This is an optimization exercise on Yosys and OpenROAD, whose aim is small area, a short achievable clock period and few clock cycles per item, not a production implementation. The RTL was checked by simulation tests, not by an equivalence proof against the original design.

==> flow/design.v (outline; a module is shown in full before it is edited, if it fits) <==
// module hw2core_clz: 16 lines
// module hw2core_seed: 42 lines
// module hw2core: 215 lines
// module hw2core_mul: 910 lines
module hw2core (
    input  wire        clk,
    input  wire        rst,      
    input  wire        start,
    input  wire [2:0]  op,
    input  wire [31:0] a,
    input  wire [31:0] b,
    output wire        busy,
    output wire        done,
    output wire [31:0] r0,
    output wire [31:0] r1
);
  // ...
==> flow/run.sh <==
#!/bin/bash
# synth_recipe.tcl (not shown) runs the flow's synth.tcl, then flattens the netlist and writes it again
# the make line also repeats each setting of config.mk as NAME=value (left out here)
make -C /OpenROAD-flow-scripts/flow DESIGN_CONFIG=/design/flow/config.mk WORK_HOME=/design/flow/orfs CLKGATE_MAP_FILE= SYNTH_SCRIPT=/design/flow/synth_recipe.tcl finish
==> flow/config.mk <==
export PLATFORM = sky130hd
export DESIGN_NAME = hw2core
export DESIGN_NICKNAME = hw2core
export VERILOG_FILES = /design/flow/design.v
export SDC_FILE = /design/flow/constraint.sdc
export NUM_CORES = 4
export LEC_CHECK = 0
export ABC_AREA = 1
export CAP_MARGIN = 20
export CORE_MARGIN = 2
export CORE_UTILIZATION = 40
export SETUP_SLACK_MARGIN = 4.5
export SLEW_MARGIN = 20
==> flow/constraint.sdc <==
create_clock -name core_clock -period 10.0 [get_ports {clk}]
set_input_delay 2.0000 -clock core_clock [delete_from_list [all_inputs] [get_ports {clk}]]
set_output_delay 2.0000 -clock core_clock [all_outputs]
set_load 0.01 [all_outputs]
==> impl_metrics.toml, run 1 <==
[clock_network]
post_cts_buffers = 335
path_clk_slew_ps = 80
postCtsHoldBufs = 0

[synth]
synth_commonest_cells = "971 x nand2_1, 747 x inv_1, 341 x xor2_1, 333 x o21ai_0, 314 x nand3_1"
synth_compound_area_share_pct = 22.22
ys.flop_type = "edfxtp_1"
synth_top_area_share_pct = 14.37

[sta]
tns_ps = 0
period_share_pct = 63.86
finalCriticalPeriod_ps = 6386
skew_ps = 27.18
rsz0062_at_grt = "true"

[placed_design]
post-dp-hpwl_mm = 139.3
gp_congestion = 1.082

[cells_and_area]
mostFrequentLayoutCell = "nand2_1"
area.sequential_sq_um = 5097
final-clk-cell-share_pct = 1.273
seq_area_share_pct = 10.56
dominant_cells = "multi-input gates"
final_area_sq_um = 48250

[floorplanning]
core_area_sq_um = 85150
die-area_sq_um = 88360

[run_status]
status = "no timing/DRC/antenna violations"

[setup_path]
setup.worst_path.start = "ma_q[18]"
reg2reg_setup_slack_ps = 3610

[grt]
grt_overflow = 0

[detailed_routing]
drt_iter0_drc = 5668

[worst_hold_path]
worstHoldStart = "done_q"
Testbench counts, summed over its fixed seeds: cycles 4,229, items 960.
==> run 2: changes to the inputs <==
--- a/flow/config.mk
+++ b/flow/config.mk
@@ -9,5 +9,6 @@
 export CAP_MARGIN = 20
 export CORE_MARGIN = 2
 export CORE_UTILIZATION = 40
-export SETUP_SLACK_MARGIN = 4.5
+export SETUP_SLACK_MARGIN = 5
 export SLEW_MARGIN = 20
+export TNS_END_PERCENT = 5
==> run 2 against run 1 <==
Largest cell class unchanged. Still clean on timing, DRC and antenna. Sequential share of layout area increased by 1.3 points. Highest routed layer unchanged. Wire length decreased by 5.6%. Synthesized area unchanged. Clock-buffer cell count increased by 1. Utilization decreased by 6.2 points. Die area unchanged. Global-route usage decreased by 1.6 points. Clock skew decreased by 2.7 ps. Via count decreased by 3.8%. Critical path depth decreased by 4. Sequential cell count unchanged.
==> impl_metrics.toml, run 2 <==
[run_status]
status = "no timing/DRC/antenna violations"

[placed_design]
place_area_sq_um = 36890
io_buffer_count = 135
post-dp-hpwl_mm = 136.7
gp_congestion = 1.083

[sta]
tns_ps = 0
fin_hold_ws_ps = 479.5
skew_ps = 24.46
finalSetupViolations = 0
rsz0062_at_grt = "true"
finalCriticalPeriod_ps = 6344
fmax_mhz = 157.6
worst_pin_slew_ps = 1080
final_max_slew_viol_count = 0
period_share_pct = 63.44
hold_violations = 0
relSlewSlack_pct = 27.76

[detailed_routing]
firstDrtPassIters = 14
wl_met2_mm = 78.67
via_per_inst = 6.280
top_layer = "met5"
ant_nets = 0
drc_errors = 0
wl_met1_mm = 68.27
drt_iter0_drc = 5516
vias = 40210
met3_length_mm = 22.74
drt-wirelength-per-cell_um = 28.91
wl_mm = 185.1

[clock_network]
path_clk_slew_ps = 80
clock-sinks = 174
cts_made_buffers = 17
cts-root-buf = "clkbuf_16"
clock_latency_ps = 480
clockBufferDepth = 2
h-tree-depth = 4
cts_tree = "yes"
postCtsHoldBufs = 0

[cells_and_area]
finish.utilization_pct = 50.45
final_area_sq_um = 42950
drive_gt1_share_pct = 18.46
mostFrequentLayoutCell = "nand2_1"
nets = 5724
final_cell_mix = "908 x nand2_1, 656 x inv_1, 328 x xor2_1"
nFillCells = 8569
areaGrowthSynthToFinish_pct = 24.86

[grt]
grt_pass1_wl_mm = 265.7
track_usage_pct = 40.45
grt_overflow = 0
grt_pass1_vias = 38240
grt_max_degree = 52
antenna_found_initial = 12

[synth]
synth_area_leader_cell = "fa_1"
ys_ff_latch = 174
synth-edff-count = 161
ys_types = 64
ys_seq_area_share_pct = 14.81
synthTopCellsByArea = "fa_1 14%, edfxtp_1 14%, nand2_1 11%, xor2_1 8.7%, inv_1 8.2%"
syn_inst = 4974
async_flop_share_pct = 0
netlist_area_sq_um = 34400
yosys_warnings = 2
synth_top_area_share_pct = 14.37
synth.most_common_cell = "nand2_1"
postSynthAreaPerCell_sq_um = 6.916
synth_commonest_cells = "971 x nand2_1, 747 x inv_1, 341 x xor2_1, 333 x o21ai_0, 314 x nand3_1"
synth_nets = 5456
ys.flop_type = "edfxtp_1"

[setup_path]
cp.arrival_ps = 6490
cp_cell_sequence = "clkinvlp_4 > o22ai_1 > o21ai_0 > fa_1 > fa_1 > inv_1 > fa_1 > ha_4 > a21oi_1 > inv_1 > a31oi_1 > a21boi_4 > buf_4 > xnor2_1 > buf_6 > clkinv_1 > buf_4 > o221ai_1 > o2111ai_1"
worstSetupStartpointType = "flip-flop"
cp_max_fo = 15
slowest_delay_ps = 630
endpoint_kind = "flip-flop"
required_ps = 10150
critPathSlowestCell = "o22ai_1"
crit_top_cell = "fa_1"
path_buf_inv = 7
path_class = "reg -> reg"
critical_path.top_delay_family = "compound AO/OA/AOI/OAI gates"

[floorplanning]
num_io_pins = 136
core_area_sq_um = 85150
start_util_pct = 40.40
dieHeight_um = 297.3
die-area_sq_um = 88360
die_x_um = 297.3
num_rows = 107

[job]
cap_violations = 0

[worst_hold_path]
hp-class = "reg -> reg"
## run 2: changes by cell type in the layout (fill, tap and decap cells not counted), sizes merged, moves of 2 or more
cell,delta
clkbuf,+3
diode,+3
clkinv,-7
bufbuf,-2
inv,+7
clkinvlp,-5
buf,-193
clkdlybuf4s50,+11
dlygate4sd2,-12
## run 2: area by class of cell
class	instances	area, sq um	area share [%]
clock inverters	14	187.7	0.4369
multi-input cells	3747	27710	64.51
well taps	1144	1431	3.332
repair buffers	514	4857	11.31
diodes	5	12.51	0.02913
clock buffers	18	439.2	1.022
inverters	779	3159	7.355
flip-flops and latches	174	5095	11.86
repair inverters	9	61.31	0.1427
## run 2: cells by family after synthesis
family	synth area share (%)
and+or+nand+nor	20.19
AOI/OAI and AO/OA	22.22
buffers and inverters	11.80
adders and majority gates	20.40
xor gates and xnor gates	9.977
DFF	14.81
muxes	0.6110
## run 2: worst paths after layout
kind,startpoint,to,slack (ps),cells after the start
hold reg to reg,done_q,done_q,480,2
setup / recovery,smc2_q,ma_q[2],3660,19
hold / removal,done_q,done_q,480,2
setup reg to reg,smc2_q,ma_q[2],3660,19
## run 2: worst reg2reg max path, delay by kind of cell, from the launching register on
family	cells	cell delay, ps
AO/OA/AOI/OAI	7	2100
XOR/XNOR	1	180
adder cells (fa/ha/maj)	4	1790
buffers and inverters	7	1390
flip-flops	1	590
## run 2: metrics by stage
step	worst slack, ps	cells
finish	3656	6404
global route	3509	6399
CTS	3918	6342
detailed placement	1587	6073
global placement	1636	6072
floorplan	4015	4974
## run 2: repair_timing
item                       CTS  global route
cloned                      21             6
pin swaps                  178            75
buffers inserted           216            51
setup endpoints to repair  161           193
resized for setup          666           173
## run 2: routing by layer
layer,vias up,track usage [%]
met5,-,0
met1,19060,50.54
met4,14,25.96
met2,3045,61.20
li1,17310,-
met3,784,11.42
==> run 3: changes to the inputs <==
--- a/flow/config.mk
+++ b/flow/config.mk
@@ -9,6 +9,7 @@
 export CAP_MARGIN = 20
 export CORE_MARGIN = 2
 export CORE_UTILIZATION = 40
-export SETUP_SLACK_MARGIN = 5
+export PLACE_DENSITY = 0.75
+export SETUP_SLACK_MARGIN = 4
 export SLEW_MARGIN = 20
 export TNS_END_PERCENT = 5
==> run 3 against run 2 <==
Clock skew decreased by 8.5 ps. Largest cell class unchanged. Maximum frequency decreased by 1.2%. Still clean. Wire length decreased by 3.7%.
==> impl_metrics.toml, run 3 <==
[run_status]
status = "no timing/DRC/antenna violations"

[sta]
period_share_pct = 64.21
fin_hold_ws_ps = 466.9
worst_pin_slew_ps = 1245
rsz0062_at_grt = "true"
hold_violations = 0
relSlewSlack_pct = 16.93
tns_ps = 0
finalWorstSetupSlack_ps = 3579
skew_ps = 16.01
finalSetupViolations = 0
fmax_mhz = 155.7
final_max_slew_viol_count = 0
finalCriticalPeriod_ps = 6421

[clock_network]
clock_latency_ps = 480
cts-root-buf = "clkbuf_16"
h-tree-depth = 4
clockBufferDepth = 2
clock-sinks = 174
postCtsHoldBufs = 0
cts_tree = "yes"
path_clk_slew_ps = 80
cts_made_buffers = 17

[cells_and_area]
drive_gt1_share_pct = 18.10
nets = 5689
final_cell_mix = "904 x nand2_1, 664 x inv_1, 327 x xor2_1"
nFillCells = 8351
final_cells = 6369
final_area_sq_um = 42720
mostFrequentLayoutCell = "nand2_1"
areaGrowthSynthToFinish_pct = 24.17

[synth]
ys_ff_latch = 174
synth_compound_area_share_pct = 22.22
synth_commonest_cells = "971 x nand2_1, 747 x inv_1, 341 x xor2_1, 333 x o21ai_0, 314 x nand3_1"
yosys.area_share.simple_pct = 20.19
ys_seq_area_share_pct = 14.81
synth_top_area_share_pct = 14.37
synth_nets = 5456
synth_area_leader_cell = "fa_1"
netlist_area_sq_um = 34400
synthXorXnorAreaFrac_pct = 9.977
postSynthAreaPerCell_sq_um = 6.916
synth-adder-area-share_pct = 20.40
async_flop_share_pct = 0
syn_inst = 4974
yosys_warnings = 2
synth-edff-count = 161
synthMuxAreaShare_pct = 0.6110
ys_types = 64
synth.most_common_cell = "nand2_1"
synthTopCellsByArea = "fa_1 14%, edfxtp_1 14%, nand2_1 11%, xor2_1 8.7%, inv_1 8.2%"
ys.flop_type = "edfxtp_1"
synth_top_family_by_area = "compound AO/OA/AOI/OAI gates"

[floorplanning]
start_util_pct = 40.40
dieHeight_um = 297.3
core_area_sq_um = 85150
num_io_pins = 136
num_rows = 107
die_x_um = 297.3
die-area_sq_um = 88360

[detailed_routing]
via_per_inst = 6.367
wl_mm = 178.3
drt-wirelength-per-cell_um = 27.99
firstDrtPassIters = 12
drt_iter0_drc = 5840
drc_errors = 0
ant_nets = 0
vias = 40550

[setup_path]
crit_top_cell = "fa_1"
crit_cells = 24
critical_path.top_delay_family = "adder cells"
cp.arrival_ps = 6600
r2r-start = "mbe_q[10]"
cp-endpoint = "ma_q[1]"
r2r-end = "ma_q[1]"
cp_max_fo = 5
required_ps = 10180
setup.worst_path.start = "mbe_q[10]"
reg2reg_setup_slack_ps = 3580
slowest_delay_ps = 600
critPathSlowestCell = "fa_1"
worstSetupStartpointType = "flip-flop"
reg2reg_depth = 24
cp_cell_sequence = "clkinvlp_4 > buf_12 > buf_6 > buf_4 > o22ai_1 > xor2_1 > ha_1 > fa_1 > inv_1 > fa_1 > fa_1 > inv_1 > fa_1 > ha_4 > a21oi_2 > inv_1 > nor2_2 > nand3_1 > nand2_2 > clkinvlp_4 > o21ai_0 > o21ai_0 > a21oi_1 > o21ai_0"
endpoint_kind = "flip-flop"
path_buf_inv = 8
path_class = "reg -> reg"

[placed_design]
place_area_sq_um = 36790
gp_congestion = 1.121
dpl_worst_slack_ps = 1696
io_buffer_count = 135
post-dp-hpwl_mm = 132.5
placed_cells = 6062

[worst_hold_path]
hp-class = "reg -> reg"

[grt]
grt_pass1_wl_mm = 253.4
grt_max_degree = 65
track_usage_pct = 38.31
grt_pass1_vias = 38100
grt_overflow = 0
antenna_found_initial = 13

[job]
cap_violations = 0
run 3: cell counts after synthesis:
Identical to the previous run, type by type.
run 3: worst min path at each step:
| stage | cells after the start | endpoint | from |
|---|---|---|---|
| 3_5_place_dp | 2 | done_q | done_q |
| 3_3_place_gp | 2 | done_q | done_q |
| 4_1_cts | 2 | done_q | done_q |
| 5_1_grt | 2 | done_q | done_q |
| 6_report | 2 | done_q | done_q |
| 2_1_floorplan | 2 | syy_q | st_q[6] |
run 3: timing repair:
action,CTS,global route
cloned,18,11
buffers inserted,134,106
resized for setup,513,346
endpoints found under the setup margin,155,140
pin swaps,108,112
run 3: cell type report:
type / count / area (sq um) / area share (%)
multi-input combinational: 3749 / 27810 / 65.09
sequential: 174 / 5095 / 11.93
timing repair buffer: 477 / 4537 / 10.62
inverter: 779 / 3182 / 7.449
tap: 1144 / 1431 / 3.351
clock buffer: 17 / 425.4 / 0.9959
clock inverter: 15 / 166.4 / 0.3896
timing repair inverter: 9 / 61.31 / 0.1435
antenna: 5 / 12.51 / 0.02929
run 3: cells by family after synthesis:
| logic type | count (synthesis) |
|---|---|
| AO/OA/AOI/OAI | 1264 |
| XOR/XNOR | 391 |
| adder cells (fa/ha/maj) | 413 |
| buffers and inverters | 1060 |
| flip-flops | 174 |
| multiplexers | 21 |
| AND/OR/NAND/NOR | 1651 |
run 3: layer usage:
metal	routed length, um	up-vias	part of all wire (%)	track usage (%)
li1	-	17230	-	-
met1	62530	19140	35	46.54
met2	75390	3259	42	58.18
met3	23410	903	13	10.90
met4	16780	14	9.4	27.25
met5	188	-	0.11	0.9199
run 3: tightest hold or removal path, delay by kind of cell (launching register included):
kind | cells | cell delay (ps)
AOI/OAI and AO/OA | 1 | 50
DFF | 1 | 310
and+or+nand+nor | 1 | 60
run 3: metrics by stage:
stage | utilization (%)
after floorplan | -
after global placement | 43.20
after detailed placement | 43.20
after CTS | 47.16
after global routing | 50.16
final | 50.17
==> run 4: changes to the inputs <==
--- a/flow/config.mk
+++ b/flow/config.mk
@@ -9,7 +9,6 @@
 export CAP_MARGIN = 20
 export CORE_MARGIN = 2
 export CORE_UTILIZATION = 40
-export PLACE_DENSITY = 0.75
-export SETUP_SLACK_MARGIN = 4
+export SETUP_SLACK_MARGIN = 4.2
 export SLEW_MARGIN = 20
-export TNS_END_PERCENT = 5
+export TNS_END_PERCENT = 0
==> run 4 against run 3 <==
Hold slack improved by 12 ps. Cell count is 0.75% lower. Largest cell class unchanged. Utilization fell by 1.6 points. Synthesized cell count unchanged. Global-route usage is 1.2 points higher. Synthesized area unchanged. Non-clock buffer count fell by 41. Setup slack got worse by 38 ps. Register-to-register slack got worse by 40 ps.
==> impl_metrics.toml, run 4 <==
[run_status]
status = "no timing/DRC/antenna violations"

[setup_path]
endpoint_kind = "flip-flop"
required_ps = 10220
path_class = "reg -> reg"
worstSetupStartpointType = "flip-flop"
reg2reg_setup_slack_ps = 3540
setup.worst_path.start = "smc2_q"
cp_max_fo = 15
cp.arrival_ps = 6680
r2r-end = "mbe_q[24]"
reg2reg_depth = 23
r2r-start = "smc2_q"
cp-endpoint = "mbe_q[24]"

[floorplanning]
num_rows = 107
dieHeight_um = 297.3
num_io_pins = 136
die_x_um = 297.3
start_util_pct = 40.40
core_area_sq_um = 85150
die-area_sq_um = 88360

[sta]
final_max_slew_viol_count = 0
fmax_mhz = 154.8
relSlewSlack_pct = 27.79
period_share_pct = 64.59
finalCriticalPeriod_ps = 6459
hold_violations = 0
skew_ps = 17.41
tns_ps = 0
rsz0062_at_grt = "true"
finalSetupViolations = 0
worst_pin_slew_ps = 1079

[cells_and_area]
areaGrowthSynthToFinish_pct = 20.22
drive_gt1_share_pct = 14.32
final_cells = 6321
final_cell_mix = "922 x nand2_1, 678 x inv_1, 334 x xor2_1"
nets = 5643
mostFrequentLayoutCell = "nand2_1"

[synth]
ys.flop_type = "edfxtp_1"
synthTopCellsByArea = "fa_1 14%, edfxtp_1 14%, nand2_1 11%, xor2_1 8.7%, inv_1 8.2%"
synth.most_common_cell = "nand2_1"
ys_seq_area_share_pct = 14.81
synth_nets = 5456
postSynthAreaPerCell_sq_um = 6.916
netlist_area_sq_um = 34400
yosys_warnings = 2
synth_top_area_share_pct = 14.37
async_flop_share_pct = 0
syn_inst = 4974
synth_commonest_cells = "971 x nand2_1, 747 x inv_1, 341 x xor2_1, 333 x o21ai_0, 314 x nand3_1"
synth_area_leader_cell = "fa_1"
ys_types = 64
synth-edff-count = 161
ys_ff_latch = 174

[clock_network]
cts-root-buf = "clkbuf_16"
h-tree-depth = 4
clock-sinks = 174
path_clk_slew_ps = 80
cts_tree = "yes"
cts_made_buffers = 17
clock_latency_ps = 500
postCtsHoldBufs = 0
clockBufferDepth = 2

[detailed_routing]
drc_errors = 0
via_per_inst = 6.251
firstDrtPassIters = 6
wl_mm = 180.7
drt_iter0_drc = 5501
vias = 39510
ant_nets = 0
drt-wirelength-per-cell_um = 28.59

[grt]
grt_pass1_wl_mm = 258.5
grt_max_degree = 52
antenna_found_initial = 8
track_usage_pct = 39.52
grt_pass1_vias = 37350
grt_overflow = 0

[placed_design]
io_buffer_count = 135
post-dp-hpwl_mm = 135.2
gp_congestion = 1.081
placed_cells = 6068

[job]
cap_violations = 0

[worst_hold_path]
hp-class = "reg -> reg"
-- run 4: cell counts after synthesis --
Identical to the previous run, type by type.
-- run 4: worst min-delay path by stage --
stage	startpoint	endpoint	slack, ps	cells past startpoint
4_1_cts	done_q	done_q	480	2
5_1_grt	done_q	done_q	510	2
3_3_place_gp	done_q	done_q	470	2
3_5_place_dp	done_q	done_q	470	2
2_1_floorplan	st_q[6]	syy_q	470	2
6_report	done_q	done_q	480	2
-- run 4: kinds of logic (layout without fill, tap and decap cells) --
group | after synthesis | in the layout | share of synthesized area, %
AOI/OAI and AO/OA | 1264 | 1264 | 22.22
DFF | 174 | 174 | 14.81
xor gates and xnor gates | 391 | 391 | 9.977
and+or+nand+nor | 1651 | 1657 | 20.19
adders and majority gates | 413 | 413 | 20.40
other | 0 | 3 | 0
buffers and inverters | 1060 | 1254 | 11.80
muxes | 21 | 21 | 0.6110
-- run 4: metal layers --
metal | routed length, um | global-route usage, % | part of all wire [%] | vias up
met1 | 68040 | 50.46 | 38 | 18860
met3 | 21170 | 9.473 | 12 | 696
met2 | 77720 | 60.66 | 43 | 2827
met5 | 39 | 0 | 0.022 | -
met4 | 13770 | 23.42 | 7.6 | 6
li1 | - | - | - | 17130
-- run 4: critical path: stages (launching register included) --
cell and delay [ps]:
dfxtp_1 580, clkinvlp_4 490, o22ai_1 840, o21ai_0 290, fa_1 570, inv_1 50, fa_1 500, ha_1 360
a21oi_1 140, a21boi_1 400, o21ai_4 150, a21boi_4 220, o21ai_2 110, a21boi_2 140, buf_6 140, o21ai_4 80
xor2_4 210, buf_6 150, o21ai_1 120, buf_4 150, buf_12 100, o21ai_1 80, a21oi_1 170, o21ai_2 130
-- run 4: layout make-up --
type	instances	area [sq um]
timing repair inverter	7	48.80
timing repair buffer	436	4153
clock buffer	18	429.2
antenna	3	7.507
inverter	779	3139
tap	1144	1431
clock inverter	14	175.2
sequential	174	5095
multi-input combinational	3746	26880
fill	8711	43790
-- run 4: timing repair --
action | 4_1_cts | 5_1_grt
pin swaps | 57 | 76
setup endpoints to repair | 158 | 151
setup buffers | 129 | 65
gates cloned | 20 | 3
hold endpoints to repair | 0 | 0
gates resized for setup | 396 | 208
-- run 4: per-stage QoR --
step	hold slack [ps]	worst slack [ps]	area, sq um	util, %
CTS	479.9	3737	40030	47.01
floorplan	468.2	4015	34460	-
detailed placement	468.2	1701	36850	43.28
finish	478.6	3541	41360	48.57
global route	509.3	3453	41350	48.56
global placement	465.8	1757	36850	43.28
==> run 5: changes to the inputs <==
--- a/flow/config.mk
+++ b/flow/config.mk
@@ -9,6 +9,6 @@
 export CAP_MARGIN = 20
 export CORE_MARGIN = 2
 export CORE_UTILIZATION = 40
-export SETUP_SLACK_MARGIN = 4.2
+export SETUP_SLACK_MARGIN = 4.6
 export SLEW_MARGIN = 20
 export TNS_END_PERCENT = 0
==> run 5 against run 4 <==
Hold slack is the same. Critical path type unchanged. Sequential share of layout area is the same. Synthesized cell count is the same.
==> impl_metrics.toml, run 5 <==
[run_status]
status = "no timing/DRC/antenna violations"

[synth]
yosys_warnings = 2
async_flop_share_pct = 0
synth_commonest_cells = "971 x nand2_1, 747 x inv_1, 341 x xor2_1, 333 x o21ai_0, 314 x nand3_1"
synthTopCellsByArea = "fa_1 14%, edfxtp_1 14%, nand2_1 11%, xor2_1 8.7%, inv_1 8.2%"
synth_nets = 5456
ys_types = 64
synth_top_area_share_pct = 14.37
synth.most_common_cell = "nand2_1"
postSynthAreaPerCell_sq_um = 6.916
ys_seq_area_share_pct = 14.81
netlist_area_sq_um = 34400
ys_ff_latch = 174
syn_inst = 4974
ys.flop_type = "edfxtp_1"
synth-edff-count = 161
synth_area_leader_cell = "fa_1"

[sta]
finalSetupViolations = 0
finalCriticalPeriod_ps = 6459
tns_ps = 0
final_max_slew_viol_count = 0
finalWorstSetupSlack_ps = 3541
fmax_mhz = 154.8
hold_violations = 0
skew_ps = 17.41
rsz0062_at_grt = "true"
period_share_pct = 64.59
worst_pin_slew_ps = 1079
relSlewSlack_pct = 27.79

[grt]
grt_pass1_wl_mm = 258.5
grt_max_degree = 52
track_usage_pct = 39.52
grt_pass1_vias = 37350
antenna_found_initial = 8
grt_overflow = 0

[clock_network]
clock_latency_ps = 500
cts_made_buffers = 17
cts-root-buf = "clkbuf_16"
clockBufferDepth = 2
h-tree-depth = 4
clock-sinks = 174
cts_tree = "yes"
path_clk_slew_ps = 80

[detailed_routing]
firstDrtPassIters = 6
vias = 39510
top_layer = "met5"
drc_errors = 0
wl_met2_mm = 77.72
wl_met1_mm = 68.04
drt-wirelength-per-cell_um = 28.59
drt_iter0_drc = 5501
wl_mm = 180.7
via_per_inst = 6.251
met3_length_mm = 21.17
ant_nets = 0

[floorplanning]
dieHeight_um = 297.3
num_io_pins = 136
die-area_sq_um = 88360
num_rows = 107
die_x_um = 297.3
start_util_pct = 40.40
core_area_sq_um = 85150

[setup_path]
endpoint_kind = "flip-flop"
worstSetupStartpointType = "flip-flop"
path_class = "reg -> reg"
cp.arrival_ps = 6680
cp_max_fo = 15
required_ps = 10220

[cells_and_area]
nFillCells = 8711
finish.utilization_pct = 48.57
nets = 5643
final_area_sq_um = 41360
areaGrowthSynthToFinish_pct = 20.22
mostFrequentLayoutCell = "nand2_1"
drive_gt1_share_pct = 14.32
final_cell_mix = "922 x nand2_1, 678 x inv_1, 334 x xor2_1"

[placed_design]
gp_congestion = 1.081
place_area_sq_um = 36850
dpl_worst_slack_ps = 1701
io_buffer_count = 135
post-dp-hpwl_mm = 135.2

[worst_hold_path]
hp-class = "reg -> reg"

[job]
cap_violations = 0
==> run 5: metal layers <==
layer  global-route usage, %  vias to the layer above
li1                        -                    17130
met1                   50.46                    18860
met3                   9.473                      696
met2                   60.66                     2827
met4                   23.42                        6
met5                       0                        -
==> run 5: kinds of logic after synthesis <==
family / synth area share (%)
buf+inv: 11.80
mux: 0.6110
simple gates: 20.19
compound gates: 22.22
xor+xnor: 9.977
fa+ha+maj: 20.40
flops: 14.81
==> run 5: worst paths after layout <==
check / start / endpoint / slack [ps] / cells after the start
max reg2reg: smc2_q / mbe_q[24] / 3540 / 23
max: smc2_q / mbe_q[24] / 3540 / 23
min reg2reg: done_q / done_q / 480 / 2
min: done_q / done_q / 480 / 2
==> run 5: cell type report <==
| cell class | instances | area (sq um) | share of cell area (%) |
|---|---|---|---|
| timing repair buffer | 436 | 4153 | 10.04 |
| clock buffer | 18 | 429.2 | 1.038 |
| multi-input combinational | 3746 | 26880 | 64.99 |
| clock inverter | 14 | 175.2 | 0.4236 |
| sequential | 174 | 5095 | 12.32 |
| tap | 1144 | 1431 | 3.461 |
| timing repair inverter | 7 | 48.80 | 0.1180 |
| inverter | 779 | 3139 | 7.591 |
| antenna | 3 | 7.507 | 0.01815 |
==> run 5: worst max-delay path, stage by stage, from the launching register on <==
cell	delay, ps
dfxtp_1	580
clkinvlp_4	490
o22ai_1	840
o21ai_0	290
fa_1	570
inv_1	50
fa_1	500
ha_1	360
a21oi_1	140
a21boi_1	400
o21ai_4	150
a21boi_4	220
o21ai_2	110
a21boi_2	140
buf_6	140
o21ai_4	80
xor2_4	210
buf_6	150
o21ai_1	120
buf_4	150
buf_12	100
o21ai_1	80
a21oi_1	170
o21ai_2	130
==> run 5: metrics by stage <==
| stage | hold slack [ps] | std cells |
|---|---|---|
| 2_1_floorplan | 468.2 | 4974 |
| 3_3_place_gp | 465.8 | 6068 |
| 3_5_place_dp | 468.2 | 6068 |
| 4_1_cts | 479.9 | 6249 |
| 5_1_grt | 509.3 | 6318 |
| 6_report | 478.6 | 6321 |
==> run 5: what timing repair did <==
action / in CTS / in global routing
setup endpoints to repair: 161 / 158
gates cloned: 20 / 3
gates resized for setup: 396 / 208
pin swaps: 57 / 76
buffers inserted: 129 / 65
hold buffers: 0 / 0
==> run 6: changes to the inputs <==
--- a/flow/config.mk
+++ b/flow/config.mk
@@ -9,6 +9,6 @@
 export CAP_MARGIN = 20
 export CORE_MARGIN = 2
 export CORE_UTILIZATION = 40
-export SETUP_SLACK_MARGIN = 4.6
+export SETUP_SLACK_MARGIN = 3.8
 export SLEW_MARGIN = 20
 export TNS_END_PERCENT = 0
==> run 6 against run 5 <==
Final area barely moved. Global-route usage fell by 0.57 points. Register-to-register slack got worse by 20 ps. First-iteration DRC count fell by 8.6%. Maximum frequency fell by 0.32%. Wire length fell by 1.5%. Sequential share of layout area barely moved. Hold slack got worse by 1.5 ps. Clock-buffer cell count fell by 1. Sequential cell count did not move.
==> impl_metrics.toml, run 6 <==
[run_status]
status = "no timing/DRC/antenna violations"

[clock_network]
path_clk_slew_ps = 80
cts_tree = "yes"
cts-root-buf = "clkbuf_16"
clock-sinks = 174
clockBufferDepth = 2
clock_latency_ps = 480
h-tree-depth = 4
cts_made_buffers = 17

[setup_path]
path_buf_inv = 4
r2r-start = "sint_q"
required_ps = 10200
r2r-end = "mbe_q[15]"
setup.worst_path.start = "sint_q"
reg2reg_setup_slack_ps = 3520
critPathSlowestCell = "dfxtp_1"
endpoint_kind = "flip-flop"
crit_cells = 25
cp_max_fo = 17
reg2reg_depth = 25
slowest_delay_ps = 830
crit_top_cell = "o21ai_4"
cp-endpoint = "mbe_q[15]"
cp.arrival_ps = 6690
worstSetupStartpointType = "flip-flop"
path_class = "reg -> reg"
critical_path.top_delay_family = "compound AO/OA/AOI/OAI gates"

[synth]
synth_commonest_cells = "971 x nand2_1, 747 x inv_1, 341 x xor2_1, 333 x o21ai_0, 314 x nand3_1"
synth_nets = 5456
async_flop_share_pct = 0
ys_types = 64
synth_top_area_share_pct = 14.37
yosys.area_share.simple_pct = 20.19
synth_top_family_by_area = "compound AO/OA/AOI/OAI gates"
netlist_area_sq_um = 34400
ys_ff_latch = 174
synth_area_leader_cell = "fa_1"
synth.most_common_cell = "nand2_1"
synthMuxAreaShare_pct = 0.6110
yosys_warnings = 2
ys.flop_type = "edfxtp_1"
synthXorXnorAreaFrac_pct = 9.977
syn_inst = 4974
synth-edff-count = 161
ys_seq_area_share_pct = 14.81
synth-adder-area-share_pct = 20.40
postSynthAreaPerCell_sq_um = 6.916
synth_compound_area_share_pct = 22.22
synthTopCellsByArea = "fa_1 14%, edfxtp_1 14%, nand2_1 11%, xor2_1 8.7%, inv_1 8.2%"

[job]
cap_violations = 0

[placed_design]
io_buffer_count = 135
place_area_sq_um = 36840
post-dp-hpwl_mm = 135.0
gp_congestion = 1.091

[floorplanning]
num_io_pins = 136
dieHeight_um = 297.3
start_util_pct = 40.40
die-area_sq_um = 88360
num_rows = 107
core_area_sq_um = 85150
die_x_um = 297.3

[cells_and_area]
drive_gt1_share_pct = 14.60
final_area_sq_um = 41350
multi_input_area_sq_um = 26990
final_cell_mix = "932 x nand2_1, 680 x inv_1, 331 x xor2_1"
nFillCells = 8791
areaGrowthSynthToFinish_pct = 20.21
mostFrequentLayoutCell = "nand2_1"
area.sequential_sq_um = 5096
nets = 5633

[sta]
rsz0062_at_grt = "true"
finalSetupViolations = 0
relSlewSlack_pct = 21.18
tns_ps = 0
finalCriticalPeriod_ps = 6480
final_max_slew_viol_count = 0
skew_ps = 15.06
hold_violations = 0
worst_pin_slew_ps = 1173
period_share_pct = 64.80
fmax_mhz = 154.3

[detailed_routing]
drt_iter0_drc = 5030
via_per_inst = 6.205
vias = 39160
drc_errors = 0
wl_mm = 178.1
drt-wirelength-per-cell_um = 28.23
ant_nets = 0
firstDrtPassIters = 7

[grt]
grt_pass1_vias = 37250
track_usage_pct = 38.95
grt_use_met1_pct = 49.72
grt_max_degree = 67
antenna_found_initial = 5
grt_pass1_wl_mm = 256.6
grt_overflow = 0
met2_usage_pct = 60.94
globalRouteMet3Util_pct = 8.151
top_usage_layer = "met2"

[worst_hold_path]
hp-class = "reg -> reg"
run 6: cell counts after synthesis:
No cell type changed its count.
run 6: how the worst min path moves through the flow:
stage | end | slack, ps | cells past startpoint | startpoint
after detailed placement | done_q | 460 | 2 | done_q
after global placement | done_q | 470 | 2 | done_q
final | done_q | 480 | 2 | done_q
after global routing | done_q | 500 | 2 | done_q
after CTS | done_q | 480 | 2 | done_q
after floorplan | syy_q | 470 | 2 | st_q[6]
run 6: kinds of logic after synthesis:
| logic type | Yosys count |
|---|---|
| DFF | 174 |
| muxes | 21 |
| and+or+nand+nor | 1651 |
| adders and majority gates | 413 |
| AOI/OAI and AO/OA | 1264 |
| buffers and inverters | 1060 |
| xor gates and xnor gates | 391 |
run 6: repair_timing:
action / 4_1_cts / 5_1_grt
cloned: 11 / 4
setup buffers: 146 / 46
resized for setup: 401 / 173
endpoints found under the setup margin: 149 / 130
hold buffers: 0 / 0
pin swaps: 88 / 70
run 6: through the flow:
step	std cells	setup WS, ps	utilization [%]	hold slack (ps)
global placement	6069	1586	43.26	465.9
finish	6310	3520	48.57	477.1
floorplan	4974	3595	-	468.2
detailed placement	6069	1550	43.26	463.9
global route	6308	3387	48.56	496.8
CTS	6258	3703	47.27	478.2
run 6: layout make-up:
| cell class | instances | share of cell area, % |
|---|---|---|
| diodes | 2 | 0.01210 |
| clock buffers | 17 | 1.029 |
| clock inverters | 15 | 0.4357 |
| inverters | 779 | 7.604 |
| multi-input cells | 3744 | 65.27 |
| flip-flops and latches | 174 | 12.32 |
| well taps | 1144 | 3.461 |
| repair buffers | 430 | 9.785 |
| repair inverters | 5 | 0.07867 |
run 6: metal layers:
metal / wire, um / part of all wire (%)
met4: 13360 / 7.5
met2: 77830 / 44
met3: 19190 / 11
met1: 67620 / 38
met5: 95 / 0.053
run 6: worst min-delay path, stage by stage, from the launching register on:
cell	delay [ps]
dfxtp_1	320
nand2_1	60
a21oi_1	60
==> run 7: changes to the inputs <==
--- a/flow/config.mk
+++ b/flow/config.mk
@@ -8,7 +8,8 @@
 export ABC_AREA = 1
 export CAP_MARGIN = 20
 export CORE_MARGIN = 2
-export CORE_UTILIZATION = 40
-export SETUP_SLACK_MARGIN = 3.8
+export CORE_UTILIZATION = 45
+export PLACE_DENSITY = 0.65
+export SETUP_SLACK_MARGIN = 5
 export SLEW_MARGIN = 20
-export TNS_END_PERCENT = 0
+export TNS_END_PERCENT = 5
==> run 7 against run 6 <==
Sequential cell count did not move. Setup slack got worse by 16 ps. Non-clock buffer count rose by 62. Maximum frequency fell by 0.24%. Utilization rose by 7.0 points. Register-to-register slack got worse by 20 ps. Synthesized area did not move. Critical path depth rose by 2. Critical path type unchanged. Still clean. Critical endpoint is now mbe_q[12]. Clock-buffer cell count did not move. Die area fell by 11%. Synthesized cell count did not move. First-iteration DRC count rose by 8.9%.
==> impl_metrics.toml, run 7 <==
[run_status]
status = "no timing/DRC/antenna violations"

[cells_and_area]
final_cell_mix = "911 x nand2_1, 659 x inv_1, 330 x xor2_1"
mostFrequentLayoutCell = "nand2_1"
nets = 5700
drive_gt1_share_pct = 17.40
areaGrowthSynthToFinish_pct = 22.39
final_area_sq_um = 42100

[floorplanning]
core_area_sq_um = 75820
num_rows = 101
die-area_sq_um = 78670
dieHeight_um = 280.5
die_x_um = 280.5
start_util_pct = 45.37
num_io_pins = 136

[setup_path]
reg2reg_depth = 27
reg2reg_setup_slack_ps = 3500
crit_cells = 27
worstSetupStartpointType = "flip-flop"
path_buf_inv = 9
required_ps = 10360
r2r-start = "mbe_q[1]"
cp_max_fo = 6
r2r-end = "mbe_q[12]"
cp.arrival_ps = 6850
path_class = "reg -> reg"
endpoint_kind = "flip-flop"
slowest_delay_ps = 460
crit_top_cell = "fa_1"
critPathSlowestCell = "fa_1"
critical_path.top_delay_family = "adder cells"

[sta]
skew_ps = 20.29
hold_violations = 0
fmax_mhz = 153.9
tns_ps = 0
final_max_slew_viol_count = 0
worst_pin_slew_ps = 1113
finalSetupViolations = 0
relSlewSlack_pct = 25.51
rsz0062_at_grt = "true"
period_share_pct = 64.96
finalCriticalPeriod_ps = 6496

[detailed_routing]
drc_errors = 0
vias = 39970
wl_mm = 178.9
drt_iter0_drc = 5479
firstDrtPassIters = 9
ant_nets = 0
drt-wirelength-per-cell_um = 28.80
via_per_inst = 6.435

[grt]
grt_overflow = 0
grt_pass1_wl_mm = 255.9
grt_max_degree = 57
antenna_found_initial = 6
grt_pass1_vias = 37610
track_usage_pct = 44.31

[clock_network]
clockBufferDepth = 2
clock_latency_ps = 520
cts_made_buffers = 17
cts_tree = "yes"
path_clk_slew_ps = 80
cts-root-buf = "clkbuf_16"
clock-sinks = 174
h-tree-depth = 4

[placed_design]
place_area_sq_um = 36710
io_buffer_count = 135
post-dp-hpwl_mm = 135.1
gp_congestion = 1.086

[synth]
synth-edff-count = 161
synth_top_area_share_pct = 14.37
ys.flop_type = "edfxtp_1"
syn_inst = 4974
synth.most_common_cell = "nand2_1"
async_flop_share_pct = 0
yosys_warnings = 2
netlist_area_sq_um = 34400
ys_seq_area_share_pct = 14.81
synth_area_leader_cell = "fa_1"
synthTopCellsByArea = "fa_1 14%, edfxtp_1 14%, nand2_1 11%, xor2_1 8.7%, inv_1 8.2%"
ys_types = 64
ys_ff_latch = 174
synth_nets = 5456
postSynthAreaPerCell_sq_um = 6.916
synth_commonest_cells = "971 x nand2_1, 747 x inv_1, 341 x xor2_1, 333 x o21ai_0, 314 x nand3_1"

[worst_hold_path]
whs_endpoint = "syy_q"
hp-class = "reg -> reg"
worstHoldStart = "st_q[6]"
whs_path_depth = 2

[job]
cap_violations = 0
[run 7: repair_timing]
action / CTS / global route
gates cloned: 21 / 2
resized for setup: 559 / 194
pin swaps: 125 / 96
setup endpoints to repair: 161 / 161
hold buffers: 0 / 0
setup buffers: 181 / 62
[run 7: per-layer routing]
layer / GRT usage (%) / vias up / routed length, um / share of wire [%]
li1: - / 17240 / - / -
met5: 0 / - / 30 / 0.017
met2: 67.78 / 2953 / 76890 / 43
met1: 55.69 / 19080 / 66000 / 37
met4: 28.64 / 4 / 14960 / 8.4
met3: 10.85 / 691 / 21020 / 12
[run 7: area by class of cell]
type                            count  area (sq um)
Multi-Input combinational cell   3746         27340
Tap cell                          978          1224
Fill cell                        7453         33720
Timing Repair Buffer              492          4618
Antenna cell                        2         5.005
Sequential cell                   174          5096
Clock buffer                       17         425.4
Timing Repair inverter              8         63.81
Clock inverter                     15         167.7
Inverter                          779          3166
[run 7: worst max path at each step]
stage	end	start	slack, ps
2_1_floorplan	b_q[30]	b[23]	4010
3_3_place_gp	b_q[11]	a[11]	1230
3_5_place_dp	b_q[11]	a[11]	1270
4_1_cts	mbe_q[15]	mbe_q[2]	3710
5_1_grt	mbe_q[15]	mbe_q[1]	3310
6_report	mbe_q[12]	mbe_q[1]	3500
[run 7: logic make-up after synthesis]
| group | count (synthesis) | share of synthesized area [%] |
|---|---|---|
| and+or+nand+nor | 1651 | 20.19 |
| DFF | 174 | 14.81 |
| xor gates and xnor gates | 391 | 9.977 |
| adders and majority gates | 413 | 20.40 |
| muxes | 21 | 0.6110 |
| AOI/OAI and AO/OA | 1264 | 22.22 |
| buffers and inverters | 1060 | 11.80 |
[run 7: metrics by stage]
| step | worst slack (ps) | hold WS (ps) | cells | utilization [%] |
|---|---|---|---|---|
| 2_1_floorplan | 4015 | 468.2 | 4974 | - |
| 3_3_place_gp | 1226 | 486.4 | 5911 | 48.41 |
| 3_5_place_dp | 1269 | 503.4 | 5911 | 48.41 |
| 4_1_cts | 3713 | 513.2 | 6145 | 53.77 |
| 5_1_grt | 3313 | 534.4 | 6209 | 55.52 |
| 6_report | 3504 | 514.4 | 6211 | 55.53 |
[run 7: worst reg2reg max path, stage by stage (launching register included)]
cell and delay (ps):
edfxtp_1 400, clkinvlp_4 290, buf_6 250, o22ai_2 120, xor2_1 210, fa_1 460, inv_2 70, fa_1 460
fa_1 430, inv_1 80, fa_1 430, inv_2 80, fa_1 460, ha_4 270, a21oi_1 150, inv_1 80
a31oi_1 180, a21boi_4 240, o21ai_4 90, buf_4 150, xor2_1 130, buf_4 240, clkinvlp_4 220, o21ai_1 220
nand3_1 100, o21ai_0 220, nand2_1 160, nand3_2 170
==> module hw2core, before the edit <==
module hw2core (
    input  wire        clk,
    input  wire        rst,      
    input  wire        start,
    input  wire [2:0]  op,
    input  wire [31:0] a,
    input  wire [31:0] b,
    output wire        busy,
    output wire        done,
    output wire [31:0] r0,
    output wire [31:0] r1
);
    localparam integer DIV_K = 2;     
    localparam [2:0] OP_CLZ    = 3'd0;
    localparam [2:0] OP_MULW   = 3'd1;
    localparam [2:0] OP_MUL    = 3'd2;
    localparam [2:0] OP_DIVREM = 3'd3;
    localparam [2:0] OP_RSQRT  = 3'd4;
    localparam integer S_FIN = 0, S_MUL1 = 1, S_MUL2 = 2, S_DIV = 3,
                       S_RINT = 4, S_NA = 5, S_NB = 6, S_NC = 7;
    reg        busy_q, done_q;
    reg [7:0]  st_q;
    reg        wide_q;             
    reg        iter_q;             
    reg [4:0]  cnt_q;              
    reg [31:0] b_q;                
    reg [31:0] r0_q, r1_q;
    reg        smc2_q, snb_q, syy_q, sint_q;
    reg [31:0] ma_q;               
    reg [26:0] mbe_q;              
    function [26:0] benc(input [17:0] v);
        reg [18:0] w;
        integer j;
        begin
            w = {v, 1'b0};
            for (j = 0; j < 9; j = j + 1) begin
                benc[j]      = w[2*j+1] ^ w[2*j];
                benc[9 + j]  = (w[2*j+2] & ~w[2*j+1] & ~w[2*j]) |
                               (~w[2*j+2] & w[2*j+1] & w[2*j]);
                benc[18 + j] = w[2*j+2];
            end
        end
    endfunction
    assign busy = busy_q;
    assign done = done_q;
    assign r0   = r0_q;
    assign r1   = r1_q;
    wire [5:0]  lza, lzb;
    hw2core_clz u_clza (.x(a), .n(lza));
    hw2core_clz u_clzb (.x(b), .n(lzb));
    wire [5:0]  dn     = lzb - lza;
    wire        b_zero = (lzb[5]);
    wire        q_zero = b_zero | (lzb < lza);
    wire [31:0] dsh    = b << dn[4:0];
    wire [31:0] ash    = a << lza[4:0];
    wire [15:0] frac   = ash[30:15];
    wire        rs_sp  = lza[5] | (lza == 6'd31);        
    wire [13:0] dlt;
    wire [31:0] kad;
    hw2core_seed u_seed (.idx(~lza[4:0]), .dlt(dlt), .kad(kad));
    wire [32:0] mc = {snb_q & r0_q[0] & b_q[0],
                      ({16{smc2_q}} & r1_q[31:16]) | ({16{syy_q}} & b_q[15:0]) |
                      ({16{sint_q}} & b_q[31:16]),
                      ({16{smc2_q}} & r1_q[15:0])  | ({16{syy_q | sint_q}} & b_q[15:0])};
    wire [47:0] prod;
    hw2core_mul u_mul (.ma(ma_q), .bo(mbe_q[8:0]), .bt(mbe_q[17:9]),
                       .bn(mbe_q[26:18]), .mc(mc), .p(prod));
    reg [31:0] dv_rem, dv_d, dv_q;
    reg [32:0] dv_diff;
    integer k;
    always @(*) begin
        dv_rem = r1_q;
        dv_d   = b_q;
        dv_q   = r0_q;
        for (k = 0; k < DIV_K; k = k + 1) begin
            if (k == 0 || cnt_q >= k) begin
                dv_diff = {1'b0, dv_rem} - {1'b0, dv_d};
                if (!dv_diff[32]) dv_rem = dv_diff[31:0];
                dv_q = {dv_q[30:0], ~dv_diff[32]};
                dv_d = {1'b0, dv_d[31:1]};
            end
        end
    end
    wire dv_last = (cnt_q < DIV_K);
    wire       acc = !busy_q && start && (op <= OP_RSQRT);
    reg [7:0]  st_n;
    reg        fin;
    always @(*) begin
        st_n = 8'd0;
        fin  = 1'b0;
        if (!busy_q) begin
            case (op)
                OP_MULW, OP_MUL: st_n[S_MUL1] = 1'b1;
                OP_DIVREM:       if (q_zero) st_n[S_FIN] = 1'b1; else st_n[S_DIV] = 1'b1;
                OP_RSQRT:        if (rs_sp)  st_n[S_FIN] = 1'b1; else st_n[S_RINT] = 1'b1;
                default:         st_n[S_FIN] = 1'b1;
            endcase
        end else begin
            case (1'b1)
                st_q[S_MUL1]: if (b_q[31:16] == 16'd0) fin = 1'b1; else st_n[S_MUL2] = 1'b1;
                st_q[S_DIV]:  if (dv_last) fin = 1'b1; else st_n[S_DIV] = 1'b1;
                st_q[S_RINT]: st_n[S_NA] = 1'b1;
                st_q[S_NA]:   st_n[S_NB] = 1'b1;
                st_q[S_NB]:   st_n[S_NC] = 1'b1;
                st_q[S_NC]:   if (iter_q) fin = 1'b1; else st_n[S_NA] = 1'b1;
                default:      fin = 1'b1;    
            endcase
        end
    end
    always @(posedge clk) begin
        if (rst) begin
            busy_q <= 1'b0;
            done_q <= 1'b0;
            st_q   <= 8'd0;
        end else if (!busy_q) begin
            if (acc) begin
                busy_q <= 1'b1;
                done_q <= 1'b0;
                st_q   <= st_n;
            end
        end else begin
            st_q <= st_n;
            if (fin) begin
                busy_q <= 1'b0;
                done_q <= 1'b1;
            end
        end
    end
    always @(posedge clk) begin
        smc2_q <= st_n[S_MUL2];
        snb_q  <= st_n[S_NB];
        syy_q  <= st_n[S_NC];
        sint_q <= st_n[S_RINT];
    end
    always @(posedge clk) begin
        if (!busy_q) begin
            if (start) begin
                wide_q <= (op == OP_MULW);
                iter_q <= 1'b0;
                cnt_q  <= dn[4:0];
                case (op)
                    OP_DIVREM: b_q <= dsh;
                    OP_RSQRT:  b_q <= kad;
                    default:   b_q <= b;
                endcase
                if (op == OP_RSQRT) begin
                    ma_q  <= {18'd0, dlt};
                    mbe_q <= benc({2'b11, ~frac});
                end else begin
                    ma_q  <= a;
                    mbe_q <= benc({2'b00, b[15:0]});
                end
            end
            if (acc) begin
                case (op)
                    OP_CLZ: begin
                        r0_q <= {26'd0, lza};
                        r1_q <= 32'd0;
                    end
                    OP_DIVREM: begin
                        r0_q <= 32'd0;
                        r1_q <= b_zero ? 32'd0 : a;
                    end
                    OP_RSQRT: begin
                        r0_q <= lza[5] ? 32'hFFFF_FFFF : 32'h0001_0000;
                        r1_q <= rs_sp ? 32'd0 : a;
                    end
                    default: ;
                endcase
            end
        end else begin
            case (1'b1)
                st_q[S_MUL1]: begin
                    r0_q <= prod[31:0];
                    if (b_q[31:16] == 16'd0)
                        r1_q <= wide_q ? {16'd0, prod[47:32]} : 32'd0;
                    else
                        r1_q <= prod[47:16];
                    mbe_q <= benc({2'b00, b_q[31:16]});
                end
                st_q[S_MUL2]: begin
                    r0_q[31:16] <= prod[15:0];
                    r1_q        <= wide_q ? prod[47:16] : 32'd0;
                end
                st_q[S_DIV]: begin
                    r0_q  <= dv_q;
                    r1_q  <= dv_rem;
                    b_q   <= dv_d;
                    cnt_q <= cnt_q - DIV_K;
                end
                st_q[S_RINT]: begin
                    b_q[15:0] <= prod[31:16];
                    ma_q      <= r1_q;
                    mbe_q     <= benc({2'b00, prod[31:16]});
                end
                st_q[S_NA]: begin
                    r0_q[0] <= prod[32];
                    ma_q    <= prod[31:0];
                end
                st_q[S_NB]: begin
                    ma_q <= {15'd0, ~prod[32:16]};
                end
                st_q[S_NC]: begin
                    b_q[15:0] <= prod[32:17];
                    ma_q      <= r1_q;
                    mbe_q     <= benc({2'b00, prod[32:17]});
                    iter_q    <= 1'b1;
                    if (iter_q) r1_q <= 32'd0;
                    r0_q      <= {16'd0, prod[32:17]};
                end
                default: ;
            endcase
        end
    end
endmodule
==> run 8: changes to the inputs <==
--- a/flow/design.v
+++ b/flow/design.v
@@ -116,10 +116,10 @@
     wire [13:0] dlt;
     wire [31:0] kad;
     hw2core_seed u_seed (.idx(~lza[4:0]), .dlt(dlt), .kad(kad));
-    wire [32:0] mc = {snb_q & r0_q[0] & b_q[0],
-                      ({16{smc2_q}} & r1_q[31:16]) | ({16{syy_q}} & b_q[15:0]) |
-                      ({16{sint_q}} & b_q[31:16]),
-                      ({16{smc2_q}} & r1_q[15:0])  | ({16{syy_q | sint_q}} & b_q[15:0])};
+    wire [32:0] mc = ({33{smc2_q}} & {1'b0, r1_q}) |
+                     ({33{syy_q}}  & {1'b0, b_q[15:0], b_q[15:0]}) |
+                     ({33{sint_q}} & {b_q, 1'b0}) |
+                     {snb_q & r0_q[0] & b_q[0], 32'd0};
     wire [47:0] prod;
     hw2core_mul u_mul (.ma(ma_q), .bo(mbe_q[8:0]), .bt(mbe_q[17:9]),
                        .bn(mbe_q[26:18]), .mc(mc), .p(prod));
@@ -202,7 +202,7 @@
                     default:   b_q <= b;
                 endcase
                 if (op == OP_RSQRT) begin
-                    ma_q  <= {18'd0, dlt};
+                    ma_q  <= {17'd0, dlt, 1'b0};
                     mbe_q <= benc({2'b11, ~frac});
                 end else begin
                     ma_q  <= a;
@@ -247,9 +247,9 @@
                     cnt_q <= cnt_q - DIV_K;
                 end
                 st_q[S_RINT]: begin
-                    b_q[15:0] <= prod[31:16];
+                    b_q[15:0] <= prod[32:17];
                     ma_q      <= r1_q;
-                    mbe_q     <= benc({2'b00, prod[31:16]});
+                    mbe_q     <= benc({2'b00, prod[32:17]});
                 end
                 st_q[S_NA]: begin
                     r0_q[0] <= prod[32];
--- a/flow/config.mk
+++ b/flow/config.mk
@@ -8,8 +8,7 @@
 export ABC_AREA = 1
 export CAP_MARGIN = 20
 export CORE_MARGIN = 2
-export CORE_UTILIZATION = 45
-export PLACE_DENSITY = 0.65
+export CORE_UTILIZATION = 40
 export SETUP_SLACK_MARGIN = 5
 export SLEW_MARGIN = 20
 export TNS_END_PERCENT = 5
==> run 8 against run 7 <==
Register-to-register slack better by 80 ps. Final area up 2.3%. Cell count up 2.1%. Critical path depth up 2. First-iteration DRC count up 4.6%. Non-clock buffer count up 35. Via count up 0.79%. Clock skew up 7.8 ps. Critical endpoint is now mbe_q[6].
==> impl_metrics.toml, run 8 <==
[clock_network]
postCtsHoldBufs = 0
cts_made_buffers = 17
clock_latency_ps = 530
clockBufferDepth = 2
clock-sinks = 174
cts-root-buf = "clkbuf_16"
h-tree-depth = 4
cts_tree = "yes"
path_clk_slew_ps = 90

[cells_and_area]
final_area_sq_um = 43070
final_cell_mix = "873 x nand2_1, 673 x inv_1, 330 x xor2_1"
nets = 5660
finish.utilization_pct = 50.74
areaGrowthSynthToFinish_pct = 25.97
drive_gt1_share_pct = 19.15
mostFrequentLayoutCell = "nand2_1"

[detailed_routing]
ant_nets = 0
drc_errors = 0
firstDrtPassIters = 10
drt_iter0_drc = 5730
drt-wirelength-per-cell_um = 30.77
via_per_inst = 6.350
wl_mm = 195.2
vias = 40280

[synth]
yosys_warnings = 2
postSynthAreaPerCell_sq_um = 6.994
netlist_area_sq_um = 34190
ys_types = 67
synth_area_leader_cell = "fa_1"
synth_nets = 5370
synth_commonest_cells = "915 x nand2_1, 756 x inv_1, 346 x xor2_1, 340 x o21ai_0, 289 x a21oi_1"
synth.most_common_cell = "nand2_1"
syn_inst = 4888
synthTopCellsByArea = "fa_1 14%, edfxtp_1 14%, nand2_1 10%, xor2_1 8.9%, inv_1 8.3%"
ys.flop_type = "edfxtp_1"
ys_ff_latch = 174
synth-edff-count = 161
synth_top_area_share_pct = 14.46
async_flop_share_pct = 0
ys_seq_area_share_pct = 14.90

[sta]
finalSetupViolations = 0
finalWorstSetupSlack_ps = 3588
relSlewSlack_pct = 13.65
finalCriticalPeriod_ps = 6412
fmax_mhz = 156.0
skew_ps = 28.07
worst_pin_slew_ps = 1286
period_share_pct = 64.12
final_max_slew_viol_count = 0
tns_ps = 0
rsz0062_at_grt = "true"
hold_violations = 0

[setup_path]
reg2reg_setup_slack_ps = 3590
required_ps = 10230
crit_top_cell = "nand2_1"
path_class = "reg -> reg"
worstSetupStartpointType = "flip-flop"
critical_path.top_delay_family = "adder cells"
cp_max_fo = 9
path_buf_inv = 11
slowest_delay_ps = 590
endpoint_kind = "flip-flop"
critPathSlowestCell = "edfxtp_1"
cp.arrival_ps = 6640

[placed_design]
dpl_worst_slack_ps = 2103
io_buffer_count = 135
post-dp-hpwl_mm = 146.5
place_area_sq_um = 36970
gp_congestion = 1.089

[floorplanning]
core_area_sq_um = 84880
die_x_um = 296.3
start_util_pct = 40.28
dieHeight_um = 296.3
num_io_pins = 136
die-area_sq_um = 87820
num_rows = 107

[run_status]
status = "no timing/DRC/antenna violations"

[grt]
grt_max_degree = 50
grt_overflow = 0
grt_pass1_wl_mm = 272.6
grt_pass1_vias = 37870
antenna_found_initial = 12
track_usage_pct = 43.45

[job]
cap_violations = 0

[worst_hold_path]
hp-class = "reg -> reg"
-- run 8: cell types whose count changed in the layout (fill, tap and decap cells not counted), sizes merged, moves of 22 or more --
cell	before	now
buf	362	397
o221ai	56	84
nand2	984	937
o22ai	307	285
nand3	320	254
-- run 8: final timing paths --
kind	from	to	depth (start not counted)
worst max-delay path	ma_q[7]	mbe_q[6]	29
worst max register to register	ma_q[7]	mbe_q[6]	29
worst min-delay path	done_q	done_q	2
worst min register to register	done_q	done_q	2
-- run 8: per-layer routing --
layer	vias up	wire length [um]	global-route usage (%)
met2	2999	82230	64.99
li1	17090	-	-
met1	19420	73160	53.46
met5	-	114	1.164
met4	12	15890	28.42
met3	758	23830	14.13
-- run 8: area by class of cell --
class                   count  area (sq um)
diodes                      9         22.52
clock buffers              17         425.4
clock inverters            15         187.7
fillers                  8480         41810
inverters                 786          3227
multi-input cells        3666         27630
flip-flops and latches    174          5096
well taps                1144          1431
repair buffers            527          4994
repair inverters            6         53.80
-- run 8: metrics by stage --
step	hold WS, ps	std cells
after CTS	475.4	6250
after floorplan	484.2	4888
after detailed placement	461.2	6013
after global routing	513.2	6336
after global placement	460.1	6013
final	474.0	6344
-- run 8: timing repair --
item                       4_1_cts  5_1_grt
pin swaps                      154       81
buffers inserted               197       78
gates cloned                     8        5
gates resized for setup        564      235
setup endpoints to repair      192      192
-- run 8: cell families (layout without fill, tap and decap cells) --
| group | after synthesis | count (layout) | synth area share [%] |
|---|---|---|---|
| AND/OR/NAND/NOR | 1543 | 1547 | 18.90 |
| adder cells (fa/ha/maj) | 412 | 412 | 20.50 |
| XOR/XNOR | 404 | 404 | 10.35 |
| AO/OA/AOI/OAI | 1285 | 1285 | 23.02 |
| multiplexers | 18 | 18 | 0.5270 |
| flip-flops | 174 | 174 | 14.90 |
| buffers and inverters | 1052 | 1351 | 11.80 |
| other | 0 | 9 | 0 |
-- run 8: tightest hold or removal path, cell delays in order, from the launching register on --
cell	delay, ps
dfxtp_1	320
nand2_1	60
a21oi_1	60
Testbench counts of run 8, summed over its fixed seeds: cycles 4,229, items 960.

re-timing with driven ports:
No port has a modelled driver above. Below, the same layouts with a new extraction and two added sets of constraints. Step 1: set_driving_cell puts a clkbuf_16 on clk and a buf_2 on each other input, an assumption about the parent block. Step 2 also shifts input and output timing later by t, the mid clock arrival at the registers, as if the neighbouring blocks saw the same clock. a / b / c = ideal / step 1 / step 2; a / b = the first two.
run | t (ns) | setup WS [ns] | latest minus earliest clock arrival (ns) | worst register clock-pin slew, ns | worst slew at a driven data input, ns
run 1 | 0.572 | 3.614 / 3.614 / 3.242 | 0.027 / 0.028 | 0.10 / 0.10 | 0.06
run 2 | 0.530 | 3.656 / 3.656 / 3.255 | 0.025 / 0.025 | 0.09 / 0.09 | 0.06
run 3 | 0.530 | 3.579 / 3.579 / 3.278 | 0.016 / 0.016 | 0.08 / 0.08 | 0.05
run 4 | 0.559 | 3.541 / 3.541 / 3.117 | 0.018 / 0.018 | 0.09 / 0.09 | 0.04
run 5 | 0.559 | 3.541 / 3.541 / 3.117 | 0.018 / 0.018 | 0.09 / 0.09 | 0.04
run 6 | 0.534 | 3.520 / 3.520 / 3.125 | 0.015 / 0.015 | 0.09 / 0.09 | 0.04
run 7 | 0.563 | 3.504 / 3.504 / 3.138 | 0.020 / 0.020 | 0.09 / 0.09 | 0.06
run 8 | 0.576 | 3.588 / 3.588 / 3.213 | 0.028 / 0.028 | 0.09 / 0.09 | 0.06
After both steps every run listed still meets setup and hold.
